Background: an optimization exercise with open tools, aiming at small area, a short achievable clock period and few clock cycles per item. Do not read the settings as production practice.
No activity file was given, so power comes from the tool's default toggle rates.

Design gf_engine, start of the top module:
module gf_engine (
    input  wire        clk,
    input  wire        rst,         
    input  wire        fa_we,
    input  wire [12:0] fa_wdata,
    input  wire        fb_we,
    input  wire [12:0] fb_wdata,
    output wire [12:0] fa,
    output wire [12:0] fb,
    output wire [12:0] fr,
    input  wire        cmd_valid,
    input  wire [31:0] cmd_word,
    output wire [7:0]  status
);
    reg [12:0] fa_r;
    reg [12:0] fb_r;
    reg [12:0] fr_r;
    reg        done_r;          
    reg        err_r;           
    assign fa     = fa_r;
    assign fb     = fb_r;
    assign fr     = fr_r;
    assign status = {3'b000, err_r, err_r, 1'b0, done_r, 1'b0};
    function [12:0] xtime;
        input [12:0] a;
        begin
            xtime = {a[11:0], 1'b0} ^ {8'd0, a[12], a[12], 1'b0, a[12], a[12]};
        end
    endfunction
    function [12:0] gf_mul;
        input [12:0] a;
        input [12:0] b;
        reg   [12:0] col;
        reg   [12:0] acc;
        integer i;
        begin
            col = b;
            acc = 13'd0;
            for (i = 0; i < 13; i = i + 1) begin
                acc = acc ^ (col & {13{a[i]}});
                col = xtime(col);
            end
            gf_mul = acc;
        end
    endfunction
    function [12:0] gf_sq;
        input [12:0] a;
        reg   [12:0] col;
        reg   [12:0] acc;
        integer i;
        begin
            col = 13'd1;
  ...
Size: roughly 620 cells after synthesis, about 110 I/O pins, roughly 4700 um^2 of cells after synthesis.
clock: 5.0 ns
lec_check: 0
cap_margin: 20
core_margin: 2
core_utilization: 40
place_density: 0.6
setup_slack_margin: 2.4
slew_margin: 20
standard.sh (not shown) runs the stock make flow with config.mk's settings and CLKGATE_MAP_FILE= SYNTH_SCRIPT=/design/flow/synth_recipe.tcl, a recipe that flattens the netlist after the stock synthesis.
==> flow/flow/run.sh <==
#!/bin/bash
# Own layout flow: the standard flow (standard.sh), with two changes to
# how the layout is made:
#  * the port buffers that the standard flow inserts on every input and
#    output are sky130_fd_sc_hd__buf_1 instead of the default choice
#    (the resizer may still upsize them where timing needs it);
#  * the 3-input XOR/XNOR cells are added to the platform's don't-use list,
#    so that synthesis builds the XOR trees from faster 2-input cells.
# Everything else (synthesis script, floorplan, power grid, tap cells,
# placement, CTS, routing) is the standard flow unchanged.
set -euo pipefail
cd "$(dirname "$0")/.."

PLATFORM_DONT_USE="sky130_fd_sc_hd__probe_p_8 sky130_fd_sc_hd__probec_p_8 \
sky130_fd_sc_hd__lpflow_bleeder_1 sky130_fd_sc_hd__lpflow_clkbufkapwr_1 \
sky130_fd_sc_hd__lpflow_clkbufkapwr_16 sky130_fd_sc_hd__lpflow_clkbufkapwr_2 \
sky130_fd_sc_hd__lpflow_clkbufkapwr_4 sky130_fd_sc_hd__lpflow_clkbufkapwr_8 \
sky130_fd_sc_hd__lpflow_clkinvkapwr_1 sky130_fd_sc_hd__lpflow_clkinvkapwr_16 \
sky130_fd_sc_hd__lpflow_clkinvkapwr_2 sky130_fd_sc_hd__lpflow_clkinvkapwr_4 \
sky130_fd_sc_hd__lpflow_clkinvkapwr_8 sky130_fd_sc_hd__lpflow_decapkapwr_12 \
sky130_fd_sc_hd__lpflow_decapkapwr_3 sky130_fd_sc_hd__lpflow_decapkapwr_4 \
sky130_fd_sc_hd__lpflow_decapkapwr_6 sky130_fd_sc_hd__lpflow_decapkapwr_8 \
sky130_fd_sc_hd__lpflow_inputiso0n_1 sky130_fd_sc_hd__lpflow_inputiso0p_1 \
sky130_fd_sc_hd__lpflow_inputiso1n_1 sky130_fd_sc_hd__lpflow_inputiso1p_1 \
sky130_fd_sc_hd__lpflow_inputisolatch_1 sky130_fd_sc_hd__lpflow_isobufsrc_1 \
sky130_fd_sc_hd__lpflow_isobufsrc_16 sky130_fd_sc_hd__lpflow_isobufsrc_2 \
sky130_fd_sc_hd__lpflow_isobufsrc_4 sky130_fd_sc_hd__lpflow_isobufsrc_8 \
sky130_fd_sc_hd__lpflow_isobufsrckapwr_16 \
sky130_fd_sc_hd__lpflow_lsbuf_lh_hl_isowell_tap_1 \
sky130_fd_sc_hd__lpflow_lsbuf_lh_hl_isowell_tap_2 \
sky130_fd_sc_hd__lpflow_lsbuf_lh_hl_isowell_tap_4 \
sky130_fd_sc_hd__lpflow_lsbuf_lh_isowell_4 \
sky130_fd_sc_hd__lpflow_lsbuf_lh_isowell_tap_1 \
sky130_fd_sc_hd__lpflow_lsbuf_lh_isowell_tap_2 \
sky130_fd_sc_hd__lpflow_lsbuf_lh_isowell_tap_4"
EXTRA_DONT_USE="sky130_fd_sc_hd__xor3_1 sky130_fd_sc_hd__xor3_2 sky130_fd_sc_hd__xor3_4 \
sky130_fd_sc_hd__xnor3_1 sky130_fd_sc_hd__xnor3_2 sky130_fd_sc_hd__xnor3_4"

bash standard.sh finish \
    "DONT_USE_CELLS=$PLATFORM_DONT_USE $EXTRA_DONT_USE" \
    "BUFFER_PORTS_ARGS=-buffer_cell sky130_fd_sc_hd__buf_1" \
    > flow_make.log 2>&1
The first run completed without violations.
Change:
Settings changed: CTS_BUF_LIST set to sky130_fd_sc_hd__clkbuf_8, SETUP_SLACK_MARGIN 2.4 to 1.8.
Clock-buffer cell count decreases by 1.
Routed wire length drops by 20%.
Synthesized area stays the same.
Setup slack got worse by 0.33 ns.
Final cell count fell by about 4%.
Register-to-register slack got worse by 0.36 ns.
Global-route usage fell by 2.8 points.
Via count went down by about 10%.
Worst hold slack gains 0.0048 ns.
Change:
Settings changed: CTS_BUF_LIST sky130_fd_sc_hd__clkbuf_8 to not set, SETUP_SLACK_MARGIN 1.8 to 2.0.
=> The changed run finished clean; clock power went up by about 34%; synthesized area stays the same; count of clock-buffer cells in the layout rose by 1; routed wire length rose by 2.7%; critical path depth stays the same; register-to-register slack is better by 0.19 ns; maximum frequency went up by 6.7%.
Change:
Settings changed: CTS_BUF_LIST set to sky130_fd_sc_hd__clkbuf_8.
What happened:
- global-route usage is about the same
- cell area shrinks by 1.2%
- first-iteration DRC count grows by 11%
- worst setup slack improved by 0.011 ns
- clock-buffer cell count shrinks by 1
- clock skew grows by 0.0033 ns
- worst hold slack improved by 0.0063 ns
- non-clock buffer count stays the same
- power shrinks by 5.8%
- cell count stays the same
- wire length shrinks by 0.77%
Function was not checked in any run of this note: the RTL went through the layout flow alone.

---

Setup of job 8961:
Another version of the RTL of gf_engine (not shown whole).
Size in the first run: about 760 cells after synthesis, ~110 I/O pins.
// gf_engine
module gf_engine (
    input  wire        clk,
    input  wire        rst,         
    input  wire        fa_we,
    input  wire [12:0] fa_wdata,
    input  wire        fb_we,
    input  wire [12:0] fb_wdata,
    output wire [12:0] fa,
    output wire [12:0] fb,
    output wire [12:0] fr,
    input  wire        cmd_valid,
    input  wire [31:0] cmd_word,
    output wire [7:0]  status
);
    reg [12:0] fa_r;
    reg [12:0] fb_r;
    reg [12:0] fr_r;
    reg        done_r;          
    reg        err_r;           
    assign fa     = fa_r;
    assign fb     = fb_r;
    assign fr     = fr_r;
    assign status = {3'b000, err_r, err_r, 1'b0, done_r, 1'b0};
    reg  [12:0] fa4_r;
    wire [12:0] fa4 = fa4_r;
    wire [12:0] fa4_wdata;
    gf_engine_sq2 u_sq2 (.a(fa_wdata), .y(fa4_wdata));
    wire [12:0] opa;
    gf_engine_sel u_sel (.s0(cmd_word[0]), .a0(fa_r), .s1(cmd_word[1]), .a1(fa4), .y(opa));
    wire [168:0] mcol;
    gf_engine_mcols u_mcols (.b(fb_r), .m(mcol));
    wire [12:0] prod;
    genvar gi, gk;
    generate
        for (gk = 0; gk < 13; gk = gk + 1) begin : g_row
            wire [12:0] m;
  ...
clock: 5.0 ns
lec_check: 0
cap_margin: 0
core_margin: 2
core_utilization: 40
cts_buf_list: sky130_fd_sc_hd__clkbuf_8
place_density: 0.6
setup_slack_margin: 2.8
slew_margin: 0
synth_hierarchical: 1
synth_minimum_keep_size: 0
Scripts as last shown in full above: flow/flow/run.sh
For job 3902, these inputs were changed with respect to job 8961:
Settings: SETUP_SLACK_MARGIN changed from 2.8 to 2.4; CAP_MARGIN changed from 0 to 20; SLEW_MARGIN changed from 0 to 20.
==> comparison <==
Per the comparison of job 3902 with job 8961, synthesis-to-finish area growth dropped 21 points, total vias in the final route dropped 543, clock network area share barely changed, mean number of vias per cell dropped about 6.5%, first-pass GRT wire length dropped about 12%.
The critical-path cell with the highest stage delay comes out a22o_1 in one run and a22o_4 in the other, namely in job 3902 and job 8961 respectively.
In job 3902 the hold slack turned out 3.3 ps higher than in job 8961.
Job 3902 ended with less minimum setup slack in the final design than job 8961.
Met1 track utilization from global routing: job 3902 lower than job 8961
Looking at worst ir drop on vdd, job 3902 sits 9.4% below job 8961.
Job 3902 ended with less relative area of non-clock buffer cells in the final design than job 8961.
Max part of the total power dissipated in the clock network across job 8961 and job 3902: job 3902
Function was not checked in any run of this note: the RTL went through the layout flow alone.

---

== build 11 ==
gf_engine, a different RTL version from the one above (not shown whole).
Size in the first run: roughly 41 flip-flops, about 110 I/O pins, about 5500 µm² of cells after synthesis.
export LEC_CHECK = 0
export CAP_MARGIN = 20
export CORE_MARGIN = 2
export CORE_UTILIZATION = 40
export CTS_BUF_LIST = sky130_fd_sc_hd__clkbuf_8
export PLACE_DENSITY = 0.6
export SETUP_SLACK_MARGIN = 2.4
export SLEW_MARGIN = 20
export SYNTH_HIERARCHICAL = 1
export SYNTH_MINIMUM_KEEP_SIZE = 0
create_clock -name core_clock -period 5.0 [get_ports {clk}]
Scripts as last shown in full above: flow/flow/run.sh
Input-level comparison between build 65 and build 11:
# build 11
export LEC_CHECK = 0
export CAP_MARGIN = 20
export CORE_MARGIN = 2
export CORE_UTILIZATION = 40
export CTS_BUF_LIST = sky130_fd_sc_hd__clkbuf_8
export PLACE_DENSITY = 0.6
export SETUP_SLACK_MARGIN = 2.4
export SLEW_MARGIN = 20
export SYNTH_HIERARCHICAL = 1
export SYNTH_MINIMUM_KEEP_SIZE = 0
create_clock -name core_clock -period 5.0 [get_ports {clk}]
# build 65
export LEC_CHECK = 0
export CAP_MARGIN = 0
export CORE_MARGIN = 2
export CORE_UTILIZATION = 40
export CTS_BUF_LIST = sky130_fd_sc_hd__clkbuf_8
export PLACE_DENSITY = 0.6
export SETUP_SLACK_MARGIN = 2.3
export SLEW_MARGIN = 0
export SYNTH_HIERARCHICAL = 1
export SYNTH_MINIMUM_KEEP_SIZE = 0
export TNS_END_PERCENT = 5
create_clock -name core_clock -period 5.0 [get_ports {clk}]
### Flow results
Compared with build 11, build 65 degrades worst setup slack. Summary: with build 11 as the reference, count of multi-input combinational gates in build 65 moved down slightly. Between build 11 and build 65, the growth of design area from synthesis to finish is higher for build 11. | sequential share of layout area | build 65 vs build 11 | 0.77 points higher |. Build 65 gives less count of buffers not belonging to the clock network in the layout than build 11 did. The fraction of area in multi-input gates of build 11 and that of build 65 are within noise of each other. As far as hold slack is concerned, build 11 and build 65 perform about the same. Compared to build 11, build 65 leaves more free space in the core.
Input changes introduced in build 23 (baseline for comparison: build 65):
# build 65
export LEC_CHECK = 0
export CAP_MARGIN = 0
export CORE_MARGIN = 2
export CORE_UTILIZATION = 40
export CTS_BUF_LIST = sky130_fd_sc_hd__clkbuf_8
export PLACE_DENSITY = 0.6
export SETUP_SLACK_MARGIN = 2.3
export SLEW_MARGIN = 0
export SYNTH_HIERARCHICAL = 1
export SYNTH_MINIMUM_KEEP_SIZE = 0
export TNS_END_PERCENT = 5
create_clock -name core_clock -period 5.0 [get_ports {clk}]
# build 23
export LEC_CHECK = 0
export CAP_MARGIN = 20
export CORE_MARGIN = 2
export CORE_UTILIZATION = 40
export CTS_BUF_LIST = sky130_fd_sc_hd__clkbuf_8
export PLACE_DENSITY = 0.6
export SETUP_SLACK_MARGIN = 2.2
export SLEW_MARGIN = 20
export SYNTH_HIERARCHICAL = 1
export SYNTH_MINIMUM_KEEP_SIZE = 0
create_clock -name core_clock -period 5.0 [get_ports {clk}]
Results
In the tables for build 65 and build 23, post-cts resize count reads lower with build 23.
Between build 65 and build 23, period utilization is lower for build 65, build 23 comes in above that.
Compared with build 65, build 23 improves final instance area.
Area growth from synthesis to final layout (higher): build 65
The higher proportion of cell area occupied by multi-input gates of build 65 and build 23 is in build 23.
Function was not checked in any run of this note: the RTL went through the layout flow alone.

-- port drivers added, routing unchanged --
No port has a modelled driver above. Below, the same layouts with a new extraction and two added sets of constraints.
Step 1: set_driving_cell puts a clkbuf_16 on clk and a buf_2 on each other input, an assumption about the parent block.
Step 2 also shifts input and output timing later by t, the mid clock arrival at the registers, as if the neighbouring blocks saw the same clock.
Slacks: ideal / step 1 / step 2; pairs: ideal / step 1.
| run | t, ns | setup WS [ns] | worst hold slack (ns) | worst setup path at the end |
|---|---|---|---|---|
| the first run of note 1 | 0.332 | 2.186 / 2.154 / 1.823 | 0.476 / 0.476 / 0.476 | input to register |
| the second run of note 1 | 0.333 | 1.861 / 1.866 / 1.533 | 0.481 / 0.481 / 0.481 | input to register |
| the third run of note 1 | 0.321 | 2.059 / 2.063 / 1.748 | 0.476 / 0.476 / 0.476 | input to register |
| the fourth run of note 1 | 0.334 | 2.069 / 2.076 / 1.742 | 0.482 / 0.482 / 0.482 | input to register |
| job 8961 | 0.359 | 2.732 / 2.625 / 2.266 | 0.506 / 0.506 / 0.506 | input to register |
| job 3902 | 0.362 | 2.533 / 2.546 / 2.184 | 0.509 / 0.509 / 0.509 | input to register |
| build 11 | 0.330 | 2.422 / 2.422 / 2.235 | 0.462 / 0.462 / 0.462 | input to register |
| build 65 | 0.343 | 2.415 / 2.415 / 2.136 | 0.464 / 0.464 / 0.464 | input to register |
| build 23 | 0.331 | 2.350 / 2.350 / 2.071 | 0.474 / 0.474 / 0.474 | input to register |
After both steps setup and hold are still met in every run listed. For job 8961, which loses most, drivers alone change the setup slack by -0.107 ns; drivers and shift together by -0.466 ns.
